From an optimization exercise on the open Yosys and OpenROAD flow, aimed at small area and a short achievable clock period; shortcuts taken in it are not production practice. Function was checked by simulation only, so behaviour that the tests miss may differ from the original. No activity file was given, so power comes from the tool's default toggle rates.

// daisy_core
module daisy_core (
    input  wire       clk,
    input  wire       rst,
    input  wire       op_valid,
    input  wire [3:0] op,
    output reg        cmd_ready,
    output reg        rx_active,
    output reg        hop_request,
    output reg        rdata_valid,
    output wire [7:0] rdata,
    output reg        radio_req,
    output wire       radio_channel,
    output reg        sink_byte_valid,
    output wire [7:0] sink_byte,
    output reg        sink_commit,
    output reg        sink_begin,
    output wire       sink_begin_chan
);
Size in the first run: about 300 cells after synthesis, roughly 77 flip-flops.
==> flow/config.mk <==
export PLATFORM = sky130hd
export DESIGN_NAME = daisy_core
export DESIGN_NICKNAME = daisy_core
export VERILOG_FILES = /design/flow/design.v
export SDC_FILE = /design/flow/constraint.sdc
export NUM_CORES = 4
export LEC_CHECK = 0
export CAP_MARGIN = 20
export CORE_MARGIN = 2
export CORE_UTILIZATION = 40
export SETUP_SLACK_MARGIN = 1.6
export SLEW_MARGIN = 20
==> flow/constraint.sdc <==
create_clock -name core_clock -period 3.5 [get_ports {clk}]
set_input_delay 0.7000 -clock core_clock [delete_from_list [all_inputs] [get_ports {clk}]]
set_output_delay 0.7000 -clock core_clock [all_outputs]
set_load 0.01 [all_outputs]
standard.sh (not shown) runs the stock make flow with config.mk's settings and CLKGATE_MAP_FILE= SYNTH_SCRIPT=/design/flow/synth_recipe.tcl, a recipe that flattens the netlist after the stock synthesis.
==> flow/flow/run.sh <==
#!/bin/bash
# ORFS layout through the standard.sh, with these changes:
#  - synthesis may not use the slow many-input OR / NOR and 3-input XOR cells (added to the
#    platform's don't-use list);
#  - ports are buffered with buf_4 instead of the smallest buffer the resizer picks;
#  - timing repair may swap a cell for one with another footprint.
# Each tool's output goes to a log file of its own in this folder.
set -euo pipefail
BASE=$(make -s -C "$FLOW_HOME" DESIGN_CONFIG="$PWD/config.mk" WORK_HOME="$PWD/orfs" print-DONT_USE_CELLS 2>/dev/null \
       | sed -n 's/^DONT_USE_CELLS: //p' | tail -1)
SLOW=""
for c in or3_1 or3_2 or3_4 or3b_1 or3b_2 or3b_4 or4_1 or4_2 or4_4 or4b_1 or4b_2 or4b_4 \
         or4bb_1 or4bb_2 or4bb_4 xor3_1 xor3_2 xor3_4 xnor3_1 xnor3_2 xnor3_4 nor4_1 nor4_2 nor4_4 nor4b_1 nor4b_2 nor4b_4 nor4bb_1 nor4bb_2 nor4bb_4; do
  SLOW="$SLOW sky130_fd_sc_hd__$c"
done
echo "DONT_USE_CELLS=$BASE $SLOW" > dont_use.log
bash standard.sh "DONT_USE_CELLS=$BASE $SLOW" synth > synth.log 2>&1
bash standard.sh "DONT_USE_CELLS=$BASE $SLOW" MATCH_CELL_FOOTPRINT=0 \
  "BUFFER_PORTS_ARGS=-buffer_cell sky130_fd_sc_hd__buf_4" finish > layout.log 2>&1
Next try:
--- a/flow/flow/run.sh
+++ b/flow/flow/run.sh
@@ -2,3 +2,3 @@
 # ORFS layout through the standard.sh, with these changes:
-#  - synthesis may not use the slow many-input OR / NOR and 3-input XOR cells (added to the
+#  - synthesis may not use the slow many-input OR / NOR, 5-input AOI and MUX2 cells (added to the
 #    platform's don't-use list);
@@ -12,3 +12,3 @@
 for c in or3_1 or3_2 or3_4 or3b_1 or3b_2 or3b_4 or4_1 or4_2 or4_4 or4b_1 or4b_2 or4b_4 \
-         or4bb_1 or4bb_2 or4bb_4 xor3_1 xor3_2 xor3_4 xnor3_1 xnor3_2 xnor3_4 nor4_1 nor4_2 nor4_4 nor4b_1 nor4b_2 nor4b_4 nor4bb_1 nor4bb_2 nor4bb_4; do
+         or4bb_1 or4bb_2 or4bb_4 mux2_1 mux2_2 mux2_4 mux2_8 and4bb_1 and4bb_2 and4bb_4 and4b_1 and4b_2 and4b_4 a2111oi_0 a2111oi_1 a2111oi_2 a2111oi_4 a2111o_1 a2111o_2 a2111o_4 nor4_1 nor4_2 nor4_4 nor4b_1 nor4b_2 nor4b_4 nor4bb_1 nor4bb_2 nor4bb_4; do
   SLOW="$SLOW sky130_fd_sc_hd__$c"
The new run went through all stages and came out clean; total power came out higher by about 1.9%; utilization is higher by 1.2 points; wire length went up by about 3%.
Next try:
--- a/flow/flow/run.sh
+++ b/flow/flow/run.sh
@@ -2,3 +2,3 @@
 # ORFS layout through the standard.sh, with these changes:
-#  - synthesis may not use the slow many-input OR / NOR, 5-input AOI and MUX2 cells (added to the
+#  - synthesis may not use the slow many-input OR / NOR cells (added to the
 #    platform's don't-use list);
@@ -12,3 +12,3 @@
 for c in or3_1 or3_2 or3_4 or3b_1 or3b_2 or3b_4 or4_1 or4_2 or4_4 or4b_1 or4b_2 or4b_4 \
-         or4bb_1 or4bb_2 or4bb_4 mux2_1 mux2_2 mux2_4 mux2_8 and4bb_1 and4bb_2 and4bb_4 and4b_1 and4b_2 and4b_4 a2111oi_0 a2111oi_1 a2111oi_2 a2111oi_4 a2111o_1 a2111o_2 a2111o_4 nor4_1 nor4_2 nor4_4 nor4b_1 nor4b_2 nor4b_4 nor4bb_1 nor4bb_2 nor4bb_4; do
+         or4bb_1 or4bb_2 or4bb_4 nor4_1 nor4_2 nor4_4 nor4b_1 nor4b_2 nor4b_4 nor4bb_1 nor4bb_2 nor4bb_4; do
   SLOW="$SLOW sky130_fd_sc_hd__$c"
PLACE_DENSITY = 0.8   (was default)
After rerunning:
- utilization fell by 2.6 points
- die area falls slightly
- first-iteration DRC count went up by a quarter to a third
- routed wire length shrinks by a few percent
- cell area decreases by a few percent
- clock power came out lower by a few percent
Next try:
PLACE_DENSITY = default   (was 0.8)
SETUP_SLACK_MARGIN = 1.5   (was 1.6)
Outcome:
- The new run completed with no timing, DRC or antenna violations
- power decreases slightly
- routed wire length is lower by a few percent
- worst hold slack is worse by 9.6 ps
- cell area goes down by a few percent
Next try:
CTS_CLUSTER_DIAMETER = 100   (was default)
CTS_CLUSTER_SIZE = 50   (was default)
SETUP_SLACK_MARGIN = 1.6   (was 1.5)
Result:
- combinational power went up by a few percent
- via count went down slightly
- power went down slightly
- design area went up slightly
Next try:
CORE_UTILIZATION = 30   (was 40)
CTS_CLUSTER_DIAMETER = default   (was 100)
CTS_CLUSTER_SIZE = default   (was 50)
What happened:
- The new run went through all stages and came out clean
- clock skew fell by 4.0 ps
- sequential cell count is unchanged
- setup slack is worse by 41 ps

==> port drivers added, routing unchanged <==
The flow's constraints put no driver on any port. The routed layouts listed below were extracted and timed again, unchanged, in two steps.
Step 1: set_driving_cell puts a clkbuf_16 on clk and a buf_2 on each other input, an assumption about the parent block.
Step 2, shift: input delay + t, output delay - t, t = (earliest + latest rising clock arrival at the registers) / 2. This alone moves slack from input paths to output paths.
Slacks: ideal / step 1 / step 2; pairs: ideal / step 1.
| run | t, ns | setup slack, ns | latest minus earliest clock arrival (ns) | pins driven straight from the clock port |
|---|---|---|---|---|
| the first run | 0.382 | 1.533 / 1.542 / 1.160 | 0.011 / 0.012 | 1 |
| the second run | 0.384 | 1.541 / 1.541 / 1.177 | 0.017 / 0.017 | 1 |
| the third run | 0.378 | 1.624 / 1.624 / 1.257 | 0.016 / 0.016 | 1 |
| the fourth run | 0.381 | 1.550 / 1.550 / 1.182 | 0.006 / 0.006 | 1 |
| the fifth run | 0.379 | 1.595 / 1.606 / 1.227 | 0.014 / 0.015 | 1 |
| the sixth run | 0.368 | 1.555 / 1.561 / 1.197 | 0.012 / 0.011 | 1 |
After both steps setup and hold are still met in every run listed. The setup slack of the first run, which loses most, moves by +0.009 ns with the drivers and by -0.373 ns with both steps.
